Source: an optimization exercise on an open RTL-to-GDS flow (aim: small area). Production flows keep margins and buffers that such runs may drop.
RTL that was checked went through simulation tests only; none was proved equivalent to the original.
No activity file was given, so power comes from the tool's default toggle rates.

## display_font_rom
module display_font_rom (
    input  wire        clk,
    input  wire        rst,          
    input  wire        tick,         
    input  wire        in_valid,
    input  wire [31:0] in_data,
    output wire        in_ready,
    output wire        rsp_valid,
    output wire [31:0] rsp_data,
    output reg         load,         
    output reg         din,          
    output reg         sclk          
);
    localparam [3:0] OP_SETUP    = 4'h1, OP_SET_TEXT = 4'h2, OP_ALIGN = 4'h3,
                     OP_EFFECT   = 4'h4, OP_SCROLL   = 4'h5, OP_DEMO  = 4'h6,
                     OP_PRINT    = 4'h7;
    localparam [2:0] ST_OK = 3'd0, ST_OUT_OF_RANGE = 3'd1, ST_BAD_MAP = 3'd2,
                     ST_IGNORED = 3'd3, ST_BAD_CMD = 3'd4;
    localparam [1:0] EFF_NONE = 2'd0, EFF_BLINK = 2'd1, EFF_SCROLL = 2'd2;
    localparam [2:0] S_IDLE = 3'd0, S_ADVANCE = 3'd1, S_INIT = 3'd2,
                     S_FETCH = 3'd3, S_ALIGN = 3'd4, S_SHIFT = 3'd5;
    localparam [1:0] C_HDR = 2'd0, C_PAY = 2'd1, C_EXEC = 2'd2, C_RSP = 2'd3;
    reg  [4:0]   rt;                 
    reg  [4:0]   rq;                 
    reg  [223:0] tring;              
    reg  [104:0] pring;              
    wire [4:0] rt_next = rt + 5'd1;
  ...
Size: about 2200 cells after synthesis, ~19000 µm² of cells after synthesis.
make LEC_CHECK=0 ABC_AREA=1 CAP_MARGIN=20 CORE_MARGIN=2 CORE_UTILIZATION=40 CTS_BUF_LIST=sky130_fd_sc_hd__clkbuf_8 CTS_CLUSTER_DIAMETER=50 CTS_CLUSTER_SIZE=20 SLEW_MARGIN=20 finish   # period 10.0 ns
run.sh (not shown) runs the stock make flow with config.mk's settings and CLKGATE_MAP_FILE= SYNTH_SCRIPT=/design/flow/synth_recipe.tcl, a recipe that flattens the netlist after the stock synthesis.
The starting point ran to the end with no violations.
Rerun with:
CTS_BUF_LIST = sky130_fd_sc_hd__clkbuf_16   (was sky130_fd_sc_hd__clkbuf_8)
CTS_CLUSTER_DIAMETER = 60   (was 50)
CTS_CLUSTER_SIZE = 30   (was 20)
After rerunning: The new run passed the timing, DRC and antenna checks. First-iteration DRC count is lower by 4.4%. Global-route usage is about the same. Total power is higher by 6.9%. Setup slack loses 0.025 ns. Via count is lower by 0.34%. Clock skew is higher by 0.0049 ns. Non-clock buffer count is unchanged. Cell area is higher by 1.6%. Routed wire length is lower by 0.46%.
No functional check of the RTL was part of any run of this note.


v22:
display_font_rom, a different RTL version from the one above (not shown whole).
Size: about 1600 cells after synthesis, roughly 440 flip-flops, roughly 73 I/O pins, about 0.015 mm² of cells after synthesis.
// display_font_rom
module display_font_rom(clk, rst, tick, in_valid, in_data, in_ready, rsp_valid, rsp_data, load, din, sclk);
==> flow/config.mk <==
export PLATFORM = sky130hd
export DESIGN_NAME = display_font_rom
export DESIGN_NICKNAME = display_font_rom
export VERILOG_FILES = /design/flow/design.v
export SDC_FILE = /design/flow/constraint.sdc
export NUM_CORES = 4
export LEC_CHECK = 0
export ABC_AREA = 1
export CAP_MARGIN = 20
export CORE_MARGIN = 2
export CORE_UTILIZATION = 60
export CTS_BUF_LIST = sky130_fd_sc_hd__clkbuf_4
export CTS_CLUSTER_DIAMETER = 35
export CTS_CLUSTER_SIZE = 10
export PLACE_DENSITY = 0.7
export SLEW_MARGIN = 20
==> flow/constraint.sdc <==
create_clock -name core_clock -period 10.0 [get_ports {clk}]
set_input_delay 2.0000 -clock core_clock [delete_from_list [all_inputs] [get_ports {clk}]]
set_output_delay 2.0000 -clock core_clock [all_outputs]
set_load 0.01 [all_outputs]
standard.sh (not shown) runs the stock make flow with config.mk's settings and CLKGATE_MAP_FILE= SYNTH_SCRIPT=/design/flow/synth_recipe.tcl, a recipe that flattens the netlist after the stock synthesis.
==> flow/flow/run.sh <==
#!/bin/bash
set -euo pipefail
export BUFFER_PORTS_ARGS="-buffer_cell sky130_fd_sc_hd__buf_1"
export CTS_ARGS="-sink_clustering_enable -repair_clock_nets -sink_clustering_size 10 -sink_clustering_max_diameter 35 -buf_list sky130_fd_sc_hd__clkbuf_4 -dont_use_dummy_load"
bash standard.sh > standard.log 2>&1
In summary, v22 completed successfully, with a layout that passed the timing, DRC and antenna checks.
--- input diff v22..v52 ---
Settings: CTS_CLUSTER_SIZE: 10 -> 21; CTS_BUF_LIST: sky130_fd_sc_hd__clkbuf_4 -> sky130_fd_sc_hd__clkbuf_8; CTS_CLUSTER_DIAMETER: 35 -> 50.
==> flow/flow/run.sh <==
#!/bin/bash
set -euo pipefail
export BUFFER_PORTS_ARGS="-buffer_cell sky130_fd_sc_hd__buf_1"
export CTS_ARGS="-sink_clustering_enable -repair_clock_nets -sink_clustering_size 6 -sink_clustering_max_diameter 25 -buf_list sky130_fd_sc_hd__clkbuf_2 -dont_use_dummy_load"
bash standard.sh > standard.log 2>&1
==> comparison <==
- Re die area: no difference whatsoever between v22 and v52.
- Combinational share of power: v22 vs v52, no meaningful difference
- Per the final summary, v52 finished and its layout is clean on timing, DRC and antenna.
- On time the final worst path needs with I/O delays and setup: v52 sits above v22.
- v52 against v22: worst-case headroom to the max-slew limit now larger, cell internal power dissipation lost about 0.6%.
- The share of layout cells above drive strength 1 reported for v52 is greater than that of v22 by 2.1 points.
- Compared with v22, v52 has less setup slack.
- Taking v22 as the reference, in v52 global-route wire length before repair moved up, largest driver fanout on the critical path rose by 1.
The following lists how v16 was set up differently from v52:
==> flow/flow/run.sh <==
#!/bin/bash
set -euo pipefail
export BUFFER_PORTS_ARGS="-buffer_cell sky130_fd_sc_hd__buf_1"
export CTS_ARGS="-sink_clustering_enable -repair_clock_nets -sink_clustering_size 21 -sink_clustering_max_diameter 50 -buf_list sky130_fd_sc_hd__clkbuf_8 -dont_use_dummy_load"
bash standard.sh > standard.log 2>&1
Results
Diff v16 and v52: total routed wire length on the met1 layer higher in v52. Fraction of area in registers essentially unchanged between v16 and v52. Total number of cells along the worst setup path delta for v16 relative to v52: 2 lower. Between v16 and v52, the transition at the pin with the smallest max-transition slack is lower for v52. Diff v52 -> v16: count of H-tree levels built during CTS lower, post-CTS repair timing setup buffer count roughly the same, core utilization roughly the same, via count lower. Diff v16..v52 | number of DRC violations after detailed routing | unchanged.
> inputs changed (v16 -> v21)
==> flow/flow/run.sh <==
#!/bin/bash
set -euo pipefail
export BUFFER_PORTS_ARGS="-buffer_cell sky130_fd_sc_hd__buf_1"
export CTS_ARGS="-sink_clustering_enable -repair_clock_nets -sink_clustering_size 10 -sink_clustering_max_diameter 35 -buf_list sky130_fd_sc_hd__clkbuf_4 -dont_use_dummy_load"
bash standard.sh > standard.log 2>&1
## What came out
In the metrics for v16 and v21, the one carrying the lower critical path depth is v16. Worst hold-check slack: v16 vs v21, no meaningful difference. Max internal power across v16 and v21: v16. v16 and v21 ended up with nearly the same layout-stage area growth over the synthesis result. On combinational fraction of design power, v16 and v21 are basically level. Flip-flop and latch share of the layout cell area: v16 vs v21 — no meaningful difference.


Setup of run 1:
Another version of the RTL of display_font_rom (not shown whole).
Size in the first run: roughly 2400 cells after synthesis, roughly 490 flip-flops, ~0.020 mm² of cells after synthesis.
Design display_font_rom, start of the top module:
module display_font_rom (
    input  wire        clk,
    input  wire        rst,          
    input  wire        tick,         
    input  wire        in_valid,
    input  wire [31:0] in_data,
    output wire        in_ready,
    output wire        rsp_valid,
    output wire [31:0] rsp_data,
    output reg         load,         
    output reg         din,          
    output reg         sclk          
);
    localparam [3:0] OP_SETUP    = 4'h1, OP_SET_TEXT = 4'h2, OP_ALIGN = 4'h3,
                     OP_EFFECT   = 4'h4, OP_SCROLL   = 4'h5, OP_DEMO  = 4'h6,
                     OP_PRINT    = 4'h7;
    localparam [2:0] ST_OK = 3'd0, ST_OUT_OF_RANGE = 3'd1, ST_BAD_MAP = 3'd2,
                     ST_IGNORED = 3'd3, ST_BAD_CMD = 3'd4;
    localparam [1:0] EFF_NONE = 2'd0, EFF_BLINK = 2'd1, EFF_SCROLL = 2'd2;
    localparam [2:0] S_IDLE = 3'd0, S_ADVANCE = 3'd1, S_INIT = 3'd2,
                     S_FETCH = 3'd3, S_BUILD = 3'd4, S_SHIFT = 3'd5;
    localparam [1:0] C_HDR = 2'd0, C_PAY = 2'd1, C_EXEC = 2'd2, C_RSP = 2'd3;
    reg  [4:0]   rt;                 
    reg  [4:0]   rp;                 
    reg  [223:0] tring;              
    reg  [99:0]  pring;              
    wire [4:0] rt_next = rt + 5'd1;
    wire [4:0] rp_next = (rp == 5'd19) ? 5'd0 : rp + 5'd1;
    reg        configured;
    reg  [4:0] nseg, ndig;
    reg  [5:0] text_len;
    reg  [4:0] start_pos;
    reg  [4:0] win_w;                
    reg  [4:0] visible_idx;
    reg  [1:0] effect;
    reg        counted;              
    reg  [7:0] cycles_left;
    reg        demo_mode;
    reg        demo_counted;
    reg  [6:0] demo_idx;
    reg  [7:0] demo_cycles_left;
    reg        blink_on;
    reg  [1:0] eff_timer;
    reg  [2:0]  fsm;
    reg         tick_pending;
    reg  [4:0]  pos;                 
    reg  [6:0]  k;                   
    reg  [4:0]  rem;                 
  ...
Settings: LEC_CHECK=0, ABC_AREA=1, CAP_MARGIN=20, CORE_MARGIN=2, CORE_UTILIZATION=40, CTS_BUF_LIST=sky130_fd_sc_hd__clkbuf_4, SLEW_MARGIN=20; clock period 10.0 ns.
run.sh (not shown) runs the stock make flow with config.mk's settings and CLKGATE_MAP_FILE= SYNTH_SCRIPT=/design/flow/synth_recipe.tcl, a recipe that flattens the netlist after the stock synthesis.
Stock flow here: none of the scripts above is used.
## Diff of input files: run 2 against run 1
# run 1
export LEC_CHECK = 0
export ABC_AREA = 1
export CAP_MARGIN = 20
export CORE_MARGIN = 2
export CORE_UTILIZATION = 40
export CTS_BUF_LIST = sky130_fd_sc_hd__clkbuf_4
export SLEW_MARGIN = 20
create_clock -name core_clock -period 10.0 [get_ports {clk}]
# run 2
export LEC_CHECK = 0
export CAP_MARGIN = 20
export CORE_MARGIN = 2
export CORE_UTILIZATION = 40
export SLEW_MARGIN = 20
create_clock -name core_clock -period 10.0 [get_ports {clk}]
Findings:
- Run 2 vs run 1: number of logic stages on the critical path including buffering down
- Relative to run 1, the die outline width measured on run 2 has increased by a few percent.
- As far as CTS sink count goes, run 1 and run 2 are indistinguishable; the numbers are identical.
- Taking run 1 as 1.0, run 2 lands at 1.2 on routed length on met3.
- The die area reported for run 2 is greater than that of run 1 by 0.0030 mm².
- Run 2: total vias in the final route higher than run 1
- Diff run 1 -> run 2: worst hold slack moved up, total routed wire length on the met1 layer moved up, post-layout worst setup margin moved down.
For run 3, these inputs were changed with respect to run 2:
# run 2
export LEC_CHECK = 0
export CAP_MARGIN = 20
export CORE_MARGIN = 2
export CORE_UTILIZATION = 40
export SLEW_MARGIN = 20
create_clock -name core_clock -period 10.0 [get_ports {clk}]
# run 3
export LEC_CHECK = 0
export ABC_AREA = 1
export CAP_MARGIN = 20
export CORE_MARGIN = 2
export CORE_UTILIZATION = 40
export SLEW_MARGIN = 20
create_clock -name core_clock -period 10.0 [get_ports {clk}]
## What came out
Detailed route wirelength on metal2 was lower in run 3 than in run 2. Against run 2, via count of the first global-routing pass in run 3 fell by a few percent. Relative to run 2, non-clock buffer total of the final layout has decreased by 16% in run 3. Between run 2 and run 3, critical path depth is lower for run 2, run 3 comes in above that. Number of design rule violations left after detail routing: run 3 vs run 2 identical. Run 3 against run 2; number of inserted filler cells in the final layout is down slightly. Run 3 vs. run 2: flip-flop and latch share of the layout cell area picked up an extra 2.0 points, fraction of the cycle the final worst path needs lost 2.2 points, remaining global-route overflow neither gained nor lost much.

## port drivers added, routing unchanged
The results above use ideal ports. As a check the final layouts listed here were re-extracted and re-timed, cells and wires unchanged. Step 1 assumes that a clkbuf_16 drives the clock port and a buf_2 every other input. Step 2 adds t to the input delays and takes it off the output delays; t is the mean of the earliest and latest rising clock arrival at the registers after step 1. Input paths then give back, and output paths get back, about the clock's delay inside the block. Three values: no drivers, after step 1, after step 2; two values: the first two.
run | shift t [ns] | setup WS [ns] | hold slack, ns | clock arrival spread, ns | pins driven straight from the clock port
the first run of note 1 | 0.687 | 4.037 / 3.963 / 3.963 | 0.308 / 0.308 / 0.308 | 0.055 / 0.054 | 1
the second run of note 1 | 0.613 | 4.012 / 3.961 / 3.961 | 0.287 / 0.287 / 0.287 | 0.060 / 0.060 | 1
v22 | 0.736 | 4.754 / 4.731 / 4.731 | 0.279 / 0.279 / 0.279 | 0.118 / 0.119 | 1
v52 | 0.887 | 4.627 / 4.584 / 4.723 | 0.162 / 0.162 / 0.162 | 0.208 / 0.208 | 1
v16 | 0.564 | 4.752 / 4.729 / 4.729 | 0.280 / 0.280 / 0.280 | 0.087 / 0.088 | 1
v21 | 0.736 | 4.754 / 4.731 / 4.731 | 0.279 / 0.279 / 0.279 | 0.118 / 0.119 | 1
run 1 | 0.915 | 3.637 / 3.652 / 2.737 | 0.295 / 0.295 / 0.295 | 0.082 / 0.082 | 1
run 2 | 0.654 | 3.178 / 3.214 / 2.560 | 0.300 / 0.300 / 0.300 | 0.035 / 0.034 | 1
run 3 | 0.645 | 3.400 / 3.421 / 2.775 | 0.305 / 0.305 / 0.305 | 0.029 / 0.029 | 1
After both steps setup and hold are still met in every run listed. For run 1, which loses most, drivers alone change the setup slack by +0.015 ns; drivers and shift together by -0.900 ns.
